Background: an optimization exercise with open tools, aiming at small area, a short achievable clock period and few clock cycles per item. Do not read the settings as production practice.
In this exercise RTL edits were held to simulation tests only and were not proved equivalent to the original.

<file path="config.mk">
export PLATFORM = sky130hd
export DESIGN_NAME = dither_stream
export DESIGN_NICKNAME = dither_stream
export VERILOG_FILES = /design/flow/design.v
export SDC_FILE = /design/flow/constraint.sdc
export NUM_CORES = 4
export LEC_CHECK = 0
export CAP_MARGIN = 20
export CORE_MARGIN = 2
export CORE_UTILIZATION = 40
export SLEW_MARGIN = 20
</file>
<file path="constraint.sdc">
create_clock -name core_clock -period 32.0 [get_ports {clk}]
set_input_delay 6.4000 -clock core_clock [delete_from_list [all_inputs] [get_ports {clk}]]
set_output_delay 6.4000 -clock core_clock [all_outputs]
set_load 0.01 [all_outputs]
</file>
<file path="design.v">
module dither_stream (
    input  wire        clk,
    input  wire        rst,
    input  wire        start,
    input  wire        mode,
    input  wire [6:0]  width,
    input  wire [15:0] height,
    output reg         busy,
    input  wire        in_valid,
    output wire        in_ready,
    input  wire [7:0]  in_r,
    input  wire [7:0]  in_g,
    input  wire [7:0]  in_b,
    input  wire [7:0]  in_a,
    output reg         out_valid,
    input  wire        out_ready,
    output wire [7:0]  out_r,
    output wire [7:0]  out_g,
    output wire [7:0]  out_b,
    output reg  [7:0]  out_a
);
    localparam MAXW = 64;    
    reg        mode_r;
    reg [6:0]  w_r;
    reg [15:0] h_r;
    reg [6:0]  x;
    reg [15:0] y;
    reg        in_done;     
    reg        out_last;    
    wire out_free = !out_valid || out_ready;
    assign in_ready = busy && !in_done && out_free;
    wire take = in_valid && in_ready;
    wire last_col = (x == w_r - 7'd1);
    wire last_row = (y == h_r - 16'd1);
    reg signed [8:0] prev  [0:MAXW-1];
    reg signed [8:0] prev2 [0:MAXW-1];
    reg signed [8:0] e1, e2, pm1;
    wire has_up   = (y != 16'd0);
    wire has_up2  = (y > 16'd1);
    wire has_l1   = (x != 7'd0);
    wire has_l2   = (x > 7'd1);
    wire has_r1   = (x + 7'd1 < w_r);
    wire [6:0] xr = has_r1 ? x + 7'd1 : x;
    wire signed [8:0] s_up    = has_up  ? prev[x[5:0]]   : 9'sd0;   
    wire signed [8:0] s_upl   = (has_up && has_l1) ? pm1 : 9'sd0;   
    wire signed [8:0] s_upr   = (has_up && has_r1) ? prev[xr[5:0]] : 9'sd0;   
    wire signed [8:0] s_up2   = has_up2 ? prev2[x[5:0]] : 9'sd0;   
    wire signed [8:0] s_l1    = has_l1  ? e1 : 9'sd0;         
    wire signed [8:0] s_l2    = has_l2  ? e2 : 9'sd0;         
    function [7:0] fs_add;
        input [7:0]        old;
        input signed [8:0] err;
        input [3:0]        num;
        reg signed [15:0]  t;
        reg signed [15:0]  q;
        begin
            t = $signed({8'd0, old}) * 16 + err * $signed({1'b0, num});
            if (t < 0)
                q = -((-t) / 16);
            else
                q = t / 16;
            fs_add = q[7:0];
        end
    endfunction
    function [7:0] fs_cell;
        input [7:0]        c;
        input signed [8:0] e_upl, e_up, e_upr, e_l1;
        reg [7:0] v;
        begin
            v = fs_add(c, e_upl, 4'd1);
            v = fs_add(v, e_up,  4'd5);
            v = fs_add(v, e_upr, 4'd3);
            v = fs_add(v, e_l1,  4'd7);
            fs_cell = v;
        end
    endfunction
    function [7:0] atk_cell;
        input [7:0]        c;
        input signed [8:0] e_upl, e_up, e_upr, e_up2, e_l1, e_l2;
        reg signed [11:0] s;
        begin
            s = $signed({4'd0, c}) + e_upl + e_up + e_upr + e_up2 + e_l1 + e_l2;
            atk_cell = s[7:0];
        end
    endfunction
    wire [7:0] cur_r = mode_r ? fs_cell(in_r, s_upl, s_up, s_upr, s_l1)
                              : atk_cell(in_r, s_upl, s_up, s_upr, s_up2, s_l1, s_l2);
    wire [7:0] cur_g = mode_r ? fs_cell(in_g, s_upl, s_up, s_upr, s_l1)
                              : atk_cell(in_g, s_upl, s_up, s_upr, s_up2, s_l1, s_l2);
    wire [7:0] cur_b = mode_r ? fs_cell(in_b, s_upl, s_up, s_upr, s_l1)
                              : atk_cell(in_b, s_upl, s_up, s_upr, s_up2, s_l1, s_l2);
    wire [19:0] wsum = 20'd299 * cur_r + 20'd587 * cur_g + 20'd114 * cur_b + 20'd500;
    wire [19:0] gray_w = wsum / 20'd1000;
    wire [7:0]  gray = gray_w[7:0];
    wire        q_hi = (gray > 8'd128);
    wire signed [8:0] diff = $signed({1'b0, gray}) - (q_hi ? 9'sd255 : 9'sd0);
    wire signed [8:0] err  = mode_r ? diff : (diff >>> 3);
    reg out_ink;
    assign out_r = 8'd0;
    assign out_g = out_ink ? 8'd0 : 8'd255;
    assign out_b = out_ink ? 8'd0 : 8'd156;
    integer i;
    always @(posedge clk) begin
        if (rst) begin
            busy      <= 1'b0;
            in_done   <= 1'b0;
            out_valid <= 1'b0;
            out_last  <= 1'b0;
        end else begin
            if (out_valid && out_ready) begin
                out_valid <= 1'b0;
                if (out_last)
                    busy <= 1'b0;
            end
            if (!busy && start) begin
                busy    <= 1'b1;
                mode_r  <= mode;
                w_r     <= width;
                h_r     <= height;
                x       <= 7'd0;
                y       <= 16'd0;
                in_done <= 1'b0;
            end
            if (take) begin
                out_valid <= 1'b1;
                out_last  <= last_col && last_row;
                out_ink   <= q_hi;
                out_a     <= in_a;
                prev[x[5:0]]  <= err;
                prev2[x[5:0]] <= prev[x[5:0]];
                pm1      <= prev[x[5:0]];
                e1       <= err;
                e2       <= e1;
                if (last_col) begin
                    x <= 7'd0;
                    y <= y + 16'd1;
                    if (last_row)
                        in_done <= 1'b1;
                end else begin
                    x <= x + 7'd1;
                end
            end
        end
    end
endmodule
</file>
<file path="run.sh">
#!/bin/bash
# synth_recipe.tcl (not shown) runs the flow's synth.tcl, then flattens the netlist and writes it again
# the make line also repeats each setting of config.mk as NAME=value (left out here)
make -C /OpenROAD-flow-scripts/flow DESIGN_CONFIG=/design/flow/config.mk WORK_HOME=/design/flow/orfs CLKGATE_MAP_FILE= SYNTH_SCRIPT=/design/flow/synth_recipe.tcl finish
</file>
==> summary.txt <==
-- per-layer routing --
metal	GRT usage	up-vias	wire (um)
met5	0	-	9
met4	0.0684	2	6510
met3	0.0400	281	17100
met2	0.353	1846	97400
met1	0.296	23700	82900
li1	-	20500	-
-- layout make-up --
type                    count  area, um2  share of cell area
multi-input cells        3291      36700               0.426
clock inverters            89       1080              0.0125
clock buffers             132       3070              0.0356
inverters                 387       1450              0.0168
diodes                      5       12.5            0.000145
well taps                2370       2970              0.0344
flip-flops and latches   1180      35300               0.410
repair buffers            676       5630              0.0653
-- flip-flops by register name, summed over array words and instances (netlist names), named ones only --
name       cells
busy           1
y             16
mode_r         1
out_last       1
pm1            9
in_done        1
e2             8
x              7
prev2        512
out_ink        1
e1             9
h_r           16
w_r            7
prev         576
out_valid      1
out_a          8
-- per-stage QoR --
step,setup slack (ns),TNS [ns]
4_1_cts,0.0354,0
6_report,1.21,0
2_1_floorplan,-0.165,-10.72
3_3_place_gp,-0.589,-198.85
5_1_grt,-0.161,-17.82
3_5_place_dp,-0.811,-317.84
-- repair_timing --
action,CTS,global route
cloned,0,5
pin swaps,0,113
endpoints found under the setup margin,65,585
resized for setup,2,238
buffers inserted,0,45
-- worst max path at each step --
stage / cells past startpoint / end / startpoint / slack, ns
after floorplan: 123 / e1[6] / in_b[0] / -0.16
after global placement: 118 / prev[62][6] / in_g[0] / -0.59
after detailed placement: 119 / prev[60][6] / in_g[0] / -0.81
after CTS: 128 / prev[57][6] / in_g[0] / 0.04
after global routing: 129 / prev[57][6] / in_g[1] / -0.16
final: 127 / prev[57][6] / in_g[1] / 1.21
-- cells by family after synthesis --
group / after synthesis / synth area share
flops: 1180 / 0.489
other cells: 1 / 0.0000519
fa+ha+maj: 614 / 0.124
buf+inv: 614 / 0.0334
mux: 585 / 0.172
compound gates: 677 / 0.0625
simple gates: 957 / 0.0653
xor+xnor: 446 / 0.0544
-- Yosys cell counts, types with 54 or more instances --
| library cell | n |
|---|---|
| a21o_1 | 71 |
| mux4_2 | 521 |
| nor3_1 | 54 |
| inv_1 | 382 |
| edfxtp_1 | 1170 |
| clkbuf_1 | 151 |
| ha_1 | 420 |
| a21oi_1 | 197 |
| xor2_1 | 155 |
| nand3_1 | 75 |
| nor2_1 | 206 |
| o21ai_0 | 120 |
| nor2b_1 | 57 |
| fa_1 | 173 |
| xnor2_1 | 288 |
| nand2_1 | 284 |
-- critical path, delay by kind of cell --
family,cells,cell delay (ns)
adders and majority gates,23,6.64
AOI/OAI and AO/OA,42,7.93
buffers and inverters,19,2.78
and+or+nand+nor,29,5.12
muxes,4,0.84
xor gates and xnor gates,10,1.58
==> flow_summary.yaml <==
outcome:
  status: "finished clean"
die:
  io_pins: 96
  rows: 156
  dieArea_um2: 184000
  core_area_um2: 180000
  fp.dieH_um: 429
  die_w_um: 429
  start_util: 0.401
finish:
  n_fill_cell: 15300
  fin_area_um2: 86300
  area_growth_pct: 19.4
  utilization: 0.479
  post_route_cells_drive_above_1_share: 0.301
  instances_no_fill: 8130
  nets: 6310
  final_cell_mix: "edfxtp_1 (1170), buf_4 (558), mux4_2 (521), ha_1 (375), inv_1 (373)"
  final_common_cell: "edfxtp_1"
yosys:
  synth_top_cells_by_area: "edfxtp_1 (49%), mux4_2 (16%), ha_1 (7.3%), fa_1 (4.8%), xnor2_1 (3.5%)"
  synth_area_leader_cell: "edfxtp_1"
  synth_cells: 5074
  async_flop_share: 0
  ys_types: 109
  synth_top_area_frac: 0.486
  synth-edff-count: 1170
  syn_avg_cell_area_um2: 14.2
  synth.cell_area_um2: 72300
  synth-seq-area-share: 0.489
  yosysWarnings: 1
  synth_ff_type: "edfxtp_1"
  synth_seq_cells: 1180
cts:
  clk_latency_ns: 0.77
  cts-htree-levels: 3
  cts.clk_slew.worst_paths_ns: 0.06
  clockBufferDepth: 3
  tritoncts: "done"
  cts_root_buf: "clkbuf_16"
  cts.sinks: 1180
  numCtsBuffers: 120
  hold_buffers: 0
setup_path:
  crit_slowest_cell: "a2111o_1"
  cp-start-kind: "input port"
  required_ns: 32.59
  path_max_fanout: 5
  slowest_delay_ns: 0.54
  setup.worst_path.class: "in2reg"
  worstRegToRegCells: 118
  cp-end-kind: "register"
  r2r-start: "x[0]"
  reg2reg_slack_ns: 3.71
  cp.arrival_ns: 31.39
  critPathMostFrequentCell: "buf_4"
  reg2reg_to: "prev[57][6]"
sta:
  hold_ws_ns: 0.466
  period_share: 0.962
  worstMarginPinSlew_ns: 1.19
  fin_skew_ns: 0.0601
  timing.final.hold_violations: 0
  setup_viol: 0
  max_slew_margin: 0.202
  drv_slew: 0
  fin_crit_ns: 30.79
  max_freq_mhz: 32.5
job:
  timing.max_cap.violations: 0
route:
  vias: 46300
  drt_first_pass_iters: 8
  drc: 0
  viasPerCell: 5.70
  avgRoutedWirePerCell_um: 25.1
  final_antenna_net_count: 0
  dr.first_iter.drc_count: 4797
  wirelength_mm: 204
hold_path:
  holdPathEnd: "out_last"
  hold_depth: 2
  hold_start: "out_last"
  hold_path_class: "reg2reg"
global_routing:
  globalRouteTotalUtil: 0.217
  grt_pass1_vias: 46400
  antenna_found_initial: 9
  overflow: 0
  grt_max_degree: 100
  grt_pass1_wl_mm: 300
placed_design:
  place_congestion: 0.881
  place_area_um2: 80500
  portBuffers: 83
  place_inst: 7854
  place_hpwl_mm: 139
Testbench counts, summed over its fixed seeds: cycles 32,832, pixels 32,768.

## static timing again, ports no longer ideal
The results above use ideal ports. As a check the final layout listed here was re-extracted and re-timed, cells and wires unchanged.
Step 1 sets driving cells, clkbuf_16 on the clock port and buf_2 on the other inputs (assumed; they add their load-dependent delay and slew).
Step 2 also shifts input and output timing later by t, the mid clock arrival at the registers, as if the neighbouring blocks saw the same clock.
a / b / c = no drivers / after step 1 / after step 2; a / b = the first two.
shift t [ns]: 0.812
setup WS [ns]: 1.205 / 1.252 / 0.440
hold WS [ns]: 0.466 / 0.466 / 0.466
latest minus earliest clock arrival (ns): 0.060 / 0.060
worst register clock-pin slew, ns: 0.07 / 0.07
After both steps setup and hold are still met in this run. For this run, drivers alone change the setup slack by +0.047 ns; drivers and shift together by -0.765 ns.
